From an optimization exercise on the open Yosys and OpenROAD flow, aimed at a short achievable clock period and few clock cycles per item; shortcuts taken in it are not production practice.
In this exercise RTL edits were held to simulation tests only and were not proved equivalent to the original.
Power is estimated from default activity; no workload was simulated.

==> run a: inputs <==
==> flow/design.v (excerpt) <==
module frame_codec (
    input  wire        clk,
    input  wire        rst,
    input  wire        cmd_valid,
    output wire        cmd_ready,
    input  wire [31:0] cmd_word,
    input  wire        cmd_has_data,
    input  wire [15:0] cmd_len,
    input  wire        cmd_has_cap,
    input  wire [15:0] cmd_cap,
    input  wire        in_valid,
    output wire        in_ready,
    input  wire [7:0]  in_data,
    output wire        out_valid,
    input  wire        out_ready,
    output wire [7:0]  out_data,
    output wire        rsp_valid,
    input  wire        rsp_ready,
    output wire [7:0]  rsp_status,
    output wire [15:0] rsp_topic,
    output wire [15:0] rsp_tag,
    output wire [31:0] rsp_value
);
Settings: LEC_CHECK=0, ABC_CLOCK_PERIOD_IN_PS=2500, CAP_MARGIN=20, CORE_MARGIN=2, CORE_UTILIZATION=70, CTS_CLUSTER_DIAMETER=120, CTS_CLUSTER_SIZE=30, PLACE_DENSITY=0.85, SETUP_SLACK_MARGIN=5, SLEW_MARGIN=20; clock period 8.0 ns.
standard.sh (not shown) runs the stock make flow with config.mk's settings and CLKGATE_MAP_FILE= SYNTH_SCRIPT=/design/flow/synth_recipe.tcl, a recipe that flattens the netlist after the stock synthesis.
==> flow/flow/run.sh <==
#!/bin/bash
set -euo pipefail
bash standard.sh SETUP_SLACK_MARGIN=6.0 finish > standard_flow.log 2>&1
==> inputs of run b, as changes to run a <==
==> flow/flow/run.sh (replaced) <==
#!/bin/bash
set -euo pipefail
bash standard.sh SETUP_SLACK_MARGIN=5.6 finish > standard_flow.log 2>&1
- CORE_UTILIZATION: 70 -> 65
- PLACE_DENSITY: 0.85 -> 0.8
==> notes.md <==
- The run stopped with a tool error.
- It got as far as global routing (5_1_grt) and failed there.
- The first error in the log reads "[ERROR GRT-0232] Routing congestion too high. Check the congestion heatmap in the GUI".
- The placement row count is 138.
- The starting density of the core is between 70 and 80%.
- The die height is approximately 380 um.
- The final weighted congestion of routability-driven global placement is about 0.85.
- The global-route repair_timing pass left the worst setup endpoint at rsp_valid.
- The number of CTS-inserted buffers is 89.
(the above is from run a)
==> notes.md <==
- The starting density of the core is about two thirds.
- The count of final max-slew check failures is 0.
- The placement row count is 144.
- Routability-driven placement finished with a final weighted congestion of 0.834.
- The post-place setup slack is roughly 3.9 ns.
- The endpoint required time on the critical path is ~6.4 ns.
- The run finished with no timing, DRC or antenna violations.
- Wire segments on met2 add up to a little over 100,000 um in the final route.
- The die height is 397 um.
- TritonCTS built the clock tree.
(the above is from run b)
Testbench counts of run a, summed over its fixed seeds: cycles 165,999, items 2,400.
Testbench counts of run b, summed over its fixed seeds: cycles 165,999, items 2,400.

---

==> exp/sierra: inputs <==
frame_codec, a different RTL version from the one above (not shown whole).
Design frame_codec, start of the top module:
module frame_codec (
    input  wire        clk,
    input  wire        rst,
    input  wire        cmd_valid,
    output wire        cmd_ready,
    input  wire [31:0] cmd_word,
    input  wire        cmd_has_data,
    input  wire [15:0] cmd_len,
    input  wire        cmd_has_cap,
    input  wire [15:0] cmd_cap,
    input  wire        in_valid,
    output wire        in_ready,
    input  wire [7:0]  in_data,
    output wire        out_valid,
    input  wire        out_ready,
    output wire [7:0]  out_data,
    output wire        rsp_valid,
    input  wire        rsp_ready,
    output wire [7:0]  rsp_status,
    output wire [15:0] rsp_topic,
    output wire [15:0] rsp_tag,
    output wire [31:0] rsp_value
);
clock: 8.0 ns
lec_check: 0
abc_clock_period_in_ps: 2500
cap_margin: 20
core_margin: 2
core_utilization: 65
place_density: 0.8
setup_slack_margin: 5
slew_margin: 20
run.sh (not shown) runs the stock make flow with config.mk's settings and CLKGATE_MAP_FILE= SYNTH_SCRIPT=/design/flow/synth_recipe.tcl, a recipe that flattens the netlist after the stock synthesis.
Stock flow here: none of the scripts above is used.
==> exp/garnet (differences from exp/sierra) <==
--- a/flow/design.v
+++ b/flow/design.v
@@ -70,16 +70,18 @@
     assign r_chk[7]     = (r_len > 16'd112);
     assign r_chk[8]     = (r_len < 16'd12);
     assign r_chk[9]     = !r_hd || (r_len == 16'd0);
     assign r_chk[10]    = r_hd && (r_len == 16'd1);
     assign r_chk[26:11] = r_hd ? r_len : 16'd0;
     assign r_chk[42:27] = r_imm;
     assign r_chk[49:43] = (r_opc == 8'h02) ? r_len[6:0] : (r_len[6:0] - 7'd12);
     assign r_chk[51:50] = r_word[25:24];
+    reg            r2_v;
+    reg [DQW-1:0]  r2;
     reg            dq0_v, dq1_v;
     reg [DQW-1:0]  dq0, dq1;
     reg        q_fail;
     reg [7:0]  q_st;
     always @(*) begin
         q_fail = 1'b0;
         q_st   = ST_OK;
         if (!dq0[0]) begin
@@ -128,17 +130,22 @@
     reg [7:0]  f_st;
     reg [31:0] f_crc;
     reg        f_prebad;
     reg [31:0] f_chk;
     reg [15:0] f_topic;
     reg [15:0] f_rtag;
     reg [15:0] f_tag;
     reg [6:0]  f_pl;
-    reg        f2_v, f2_rb;
+    reg        g_v, g_rb;
+    reg [7:0]  g_status;
+    reg        g_gen, g_hasb;
+    reg [6:0]  g_pl;
+    reg [15:0] g_topic, g_tag;
+    reg [31:0] g_val;
     wire b_gen = (c_op == OP_GEN);
     wire b_par = (c_op == OP_PARSE);
     wire b_crc = (c_op == OP_CRC);
     wire [7:0] b = i0_d;
     wire in_pl = b_par && (c_pidx == 4'd12);
     wire take = ctx_v && !c_nob && i0_v && space_ok && (!c_r1 || rq_ok);
     wire fin  = (take && c_r1) || (ctx_v && c_nob && rq_ok);
     wire ld   = dq0_v && (!ctx_v || fin);
@@ -215,49 +222,53 @@
     wire       ld0    = free0 && cand_v && allow;
     wire [1:0] rr = rq_r[1:0];
     wire       rq_ne  = (rq_r != rq_w);
     wire       load_n = !rsp_valid_r && rq_ne && !rq_hasb[rr];
     wire       load_b = fire0 && o0_last;
     wire       lrsp   = load_n || load_b;
     wire [1:0] pp = rq_p[1:0];
     wire dq_pop  = ld;
-    wire r_push  = r_v && (!dq1_v || dq_pop);
+    wire r_push  = r2_v && (!dq1_v || dq_pop);
+    wire r_move  = r_v && (!r2_v || r_push);
     wire cmd_fire = cmd_valid && cmd_ready_r;
-    wire r_v_n   = cmd_fire || (r_v && !r_push);
+    wire r_v_n   = cmd_fire || (r_v && !r_move);
+    wire r2_v_n  = r_move || (r2_v && !r_push);
     reg  dq1_v_n;
     always @(*) begin
         if (dq0_v && !dq_pop)
             dq1_v_n = dq1_v || r_push;
         else if (dq1_v)
             dq1_v_n = r_push;
         else
             dq1_v_n = 1'b0;
     end
     always @(posedge clk) begin
-        if (!(r_v && !r_push)) begin
+        if (!(r_v && !r_move)) begin
             r_word <= cmd_word; r_hd <= cmd_has_data; r_len <= cmd_len;
             r_hc <= cmd_has_cap; r_cap <= cmd_cap;
         end
+        if (!(r2_v && !r_push))
+            r2 <= r_chk;
         if (rst) begin
-            r_v <= 1'b0;
+            r_v <= 1'b0; r2_v <= 1'b0;
             cmd_ready_r <= 1'b1;
         end else begin
-            r_v <= r_v_n;
-            cmd_ready_r <= !(r_v_n && dq1_v_n);
+            r_v <= r_v_n; r2_v <= r2_v_n;
+            cmd_ready_r <= !(r_v_n && r2_v_n);
         end
     end
     always @(posedge clk) begin
         if (dq0_v && !dq_pop) begin
-            if (!dq1_v) dq1 <= r_chk;
+            if (!dq1_v) dq1 <= r2;
         end else if (dq1_v) begin
             dq0 <= dq1;
-            dq1 <= r_chk;
+            dq1 <= r2;
         end else begin
-            dq0 <= r_chk;
+            dq0 <= r2;
         end
         if (rst) begin
             dq0_v <= 1'b0; dq1_v <= 1'b0;
         end else begin
             if (dq0_v && !dq_pop)
                 dq0_v <= 1'b1;
             else
                 dq0_v <= dq1_v || r_push;
@@ -317,27 +328,27 @@
             ctx_v <= 1'b0;
         s1_d <= b;
         s2_d <= s1_d;
         if (rst) begin
             s1_st <= 1'b0; s2_st <= 1'b0;
         end else begin
             s1_st <= store; s2_st <= s1_st;
         end
-        if (fin) begin
-            f_op <= c_op; f_fail <= c_fail; f_st <= c_st; f_crc <= crc_new;
-            f_prebad <= prebad_new; f_chk <= chk_new; f_topic <= topic_new;
-            f_rtag <= rtag_new; f_tag <= c_tag; f_pl <= c_pl;
-        end
+        f_op <= c_op; f_fail <= c_fail; f_st <= c_st; f_crc <= crc_new;
+        f_prebad <= prebad_new; f_chk <= chk_new; f_topic <= topic_new;
+        f_rtag <= rtag_new; f_tag <= c_tag; f_pl <= c_pl;
+        g_status <= f_status; g_gen <= f_gen; g_hasb <= f_hasb; g_pl <= f_pl;
+        g_topic <= f_otopic; g_tag <= f_otag; g_val <= f_oval;
         if (rst) begin
-            f_v <= 1'b0; f2_v <= 1'b0; f2_rb <= 1'b0;
+            f_v <= 1'b0; g_v <= 1'b0; g_rb <= 1'b0;
         end else begin
             f_v <= fin;
-            f2_v <= f_v;
-            f2_rb <= f_v && f_hdrok && !f_crcok;
+            g_v <= f_v;
+            g_rb <= f_v && f_hdrok && !f_crcok;
         end
     end
     wire [BUFN:0] oh_c_n  = (s2_st && !pop) ? {oh_c[BUFN-1:0], 1'b0} :
                             (!s2_st && pop) ? {1'b0, oh_c[BUFN:1]} : oh_c;
     wire [BUFN:0] oh_cc_n = pop ? {1'b0, oh_cc[BUFN:1]} : oh_cc;
     genvar gi;
     generate
         for (gi = 0; gi < BUFN; gi = gi + 1) begin : g_buf
@@ -353,42 +364,42 @@
         end
     endgenerate
     always @(posedge clk) begin
         if (rst) begin
             oh_c <= {{BUFN{1'b0}}, 1'b1};
             oh_cc <= {{BUFN{1'b0}}, 1'b1};
             space_ok <= 1'b1;
         end else begin
-            if (f2_rb) begin
+            if (g_rb) begin
                 oh_c <= oh_cc_n; oh_cc <= oh_cc_n;
-            end else if (f2_v) begin
+            end else if (g_v) begin
                 oh_c <= oh_c_n; oh_cc <= oh_c_n;
             end else begin
                 oh_c <= oh_c_n; oh_cc <= oh_cc_n;
             end
             space_ok <= !(oh_c_n[BUFN] || oh_c_n[BUFN-1] || oh_c_n[BUFN-2]);
         end
     end
-    wire [2:0] rq_w_n = rq_w + {2'd0, f_v};
+    wire [2:0] rq_w_n = rq_w + {2'd0, g_v};
     always @(posedge clk) begin
-        if (f_v) begin
-            rq_st[rq_w[1:0]]    <= f_status;
-            rq_gen[rq_w[1:0]]   <= f_gen;
-            rq_hasb[rq_w[1:0]]  <= f_hasb;
-            rq_pl[rq_w[1:0]]    <= f_pl;
-            rq_topic[rq_w[1:0]] <= f_otopic;
-            rq_tag[rq_w[1:0]]   <= f_otag;
-            rq_val[rq_w[1:0]]   <= f_oval;
+        if (g_v) begin
+            rq_st[rq_w[1:0]]    <= g_status;
+            rq_gen[rq_w[1:0]]   <= g_gen;
+            rq_hasb[rq_w[1:0]]  <= g_hasb;
+            rq_pl[rq_w[1:0]]    <= g_pl;
+            rq_topic[rq_w[1:0]] <= g_topic;
+            rq_tag[rq_w[1:0]]   <= g_tag;
+            rq_val[rq_w[1:0]]   <= g_val;
         end
         if (rst) begin
             rq_w <= 3'd0; rq_ok <= 1'b1;
         end else begin
             rq_w <= rq_w_n;
-            rq_ok <= ((rq_w_n - rq_r) + {2'd0, fin}) <= 3'd3;
+            rq_ok <= ((rq_w_n - rq_r) + {2'd0, f_v} + {2'd0, fin}) <= 3'd3;
         end
     end
     wire p_load = !p_act && (rq_p != rq_w);
     always @(posedge clk) begin
         if (p_load) begin
             p_hcnt  <= 4'd12;
             p_prem  <= rq_pl[pp];
             p_hdr   <= {rq_tag[pp][15:8], rq_tag[pp][7:0], 8'h00, rq_tag[pp][15:8],
@@ -417,35 +428,42 @@
                     p_act <= 1'b0; p_inh <= 1'b0; p_inpl <= 1'b0;
                 end else if (p_inh && p_hcnt == 4'd1) begin
                     p_inh <= 1'b0; p_inpl <= 1'b1;
                 end
             end
         end
     end
     always @(posedge clk) begin
-        if (ld0) begin
+        if (ld0)
+            o0_last <= cand_last;
+        if (rst)
+            out_data_r <= 8'd0;
+        else if (ld0)
             out_data_r <= cand_d;
-            o0_last    <= cand_last;
-        end
         if (!o1_v) begin
             o1_d <= push_d; o1_first <= p_first; o1_last <= push_last; o1_idx <= p_idx;
         end
         if (rst) begin
             out_valid_r <= 1'b0; o1_v <= 1'b0;
         end else begin
             out_valid_r <= ld0 || (out_valid_r && !fire0);
             if (o1_v)
                 o1_v <= !ld0;
             else
                 o1_v <= push && !ld0;
         end
     end
     always @(posedge clk) begin
-        if (!rsp_valid_r) begin
+        if (rst) begin
+            rsp_status_r <= 8'd0;
+            rsp_topic_r  <= 16'd0;
+            rsp_tag_r    <= 16'd0;
+            rsp_value_r  <= 32'd0;
+        end else if (!rsp_valid_r) begin
             rsp_status_r <= rq_st[rr];
             rsp_topic_r  <= rq_topic[rr];
             rsp_tag_r    <= rq_gen[rr] ? 16'd0 : rq_tag[rr];
             rsp_value_r  <= rq_gen[rr] ? 32'd0 : rq_val[rr];
         end
         if (rst) begin
             rsp_valid_r <= 1'b0; rq_r <= 3'd0;
         end else begin
CTS_CLUSTER_DIAMETER = 120   (was unset)
CTS_CLUSTER_SIZE = 30   (was unset)
==> comparison <==
Register-to-register slack: exp/garnet is higher than exp/sierra (0.04 ns).
In exp/sierra the sequential power is larger than in exp/garnet, by about 8%.
In cell count, exp/garnet and exp/sierra hardly differ.
In exp/garnet the maximum frequency is higher than in exp/sierra, by 5.2%.
Setup slack: exp/garnet is higher than exp/sierra (0.15 ns).
Core utilization: exp/sierra is higher than exp/garnet (3.2 points).
Of exp/sierra and exp/garnet, exp/garnet has the higher die area (gap 2.6%, measured against exp/garnet).
Against exp/garnet, the synthesized cell count of exp/sierra is smaller by about 4%.
Via count is about the same in exp/garnet and exp/sierra.
==> figures <==
quantity	exp/sierra	exp/garnet
Setup WS post-layout	4.907 ns	5.059 ns
Clock network power share	0.355	0.257
Grt met3 use	0.04093	0.02112
Routed length on met3	11520 um	9775 um
Slowest cell delay on critical path	0.48 ns	0.35 ns
Total combinational power	3.78 mW	2.24 mW
Endpoint with the worst hold slack	s2_d[6]	s2_d[7]
Met1 usage	0.3437	0.3474
Slew at the pin closest to its max-slew limit	1.156 ns	1.136 ns
Final net count	6465	6563
Worst vdd rail ir drop	0.2127 mV	0.1722 mV
X dimension of the die	391.7 um	396.9 um
Core occupancy in the finished layout	0.7214	0.6889
Multi-input logic area	0.03100 mm2	0.03304 mm2
Multi-input combinational cell count	3511	3682
Fraction of synthesized cell area in xor and xnor cells	0.01628	0.01588
Outcome	complete, no violations	complete, no violations
Core Footprint	0.1496 mm2	0.1537 mm2
Fraction of standard cell area in multi-input logic	0.2872	0.3120
Testbench counts of exp/sierra, summed over its fixed seeds: cycles 165,963, items 2,400.
Testbench counts of exp/garnet, summed over its fixed seeds: cycles 165,999, items 2,400.

## re-timing with driven ports
Ports are ideal in the flow. The routed layouts listed here were re-timed in OpenROAD.
Step 1 sets driving cells, clkbuf_16 on the clock port and buf_2 on the other inputs (assumed; they add their load-dependent delay and slew).
Step 2 adds t to the input delays and takes it off the output delays; t is the mean of the earliest and latest rising clock arrival at the registers after step 1. Input paths then give back, and output paths get back, about the clock's delay inside the block.
a / b / c = no drivers / after step 1 / after step 2; a / b = the first two.
run	t, ns	setup slack, ns	worst setup path at the end
run b	0.831	5.140 / 5.059 / 4.853	input to register
exp/sierra	0.905	4.907 / 4.830 / 4.170	input to register
exp/garnet	0.828	5.059 / 4.979 / 4.400	input to register
After both steps every run listed still meets setup and hold. For exp/sierra, which loses most, drivers alone change the setup slack by -0.077 ns; drivers and shift together by -0.737 ns.
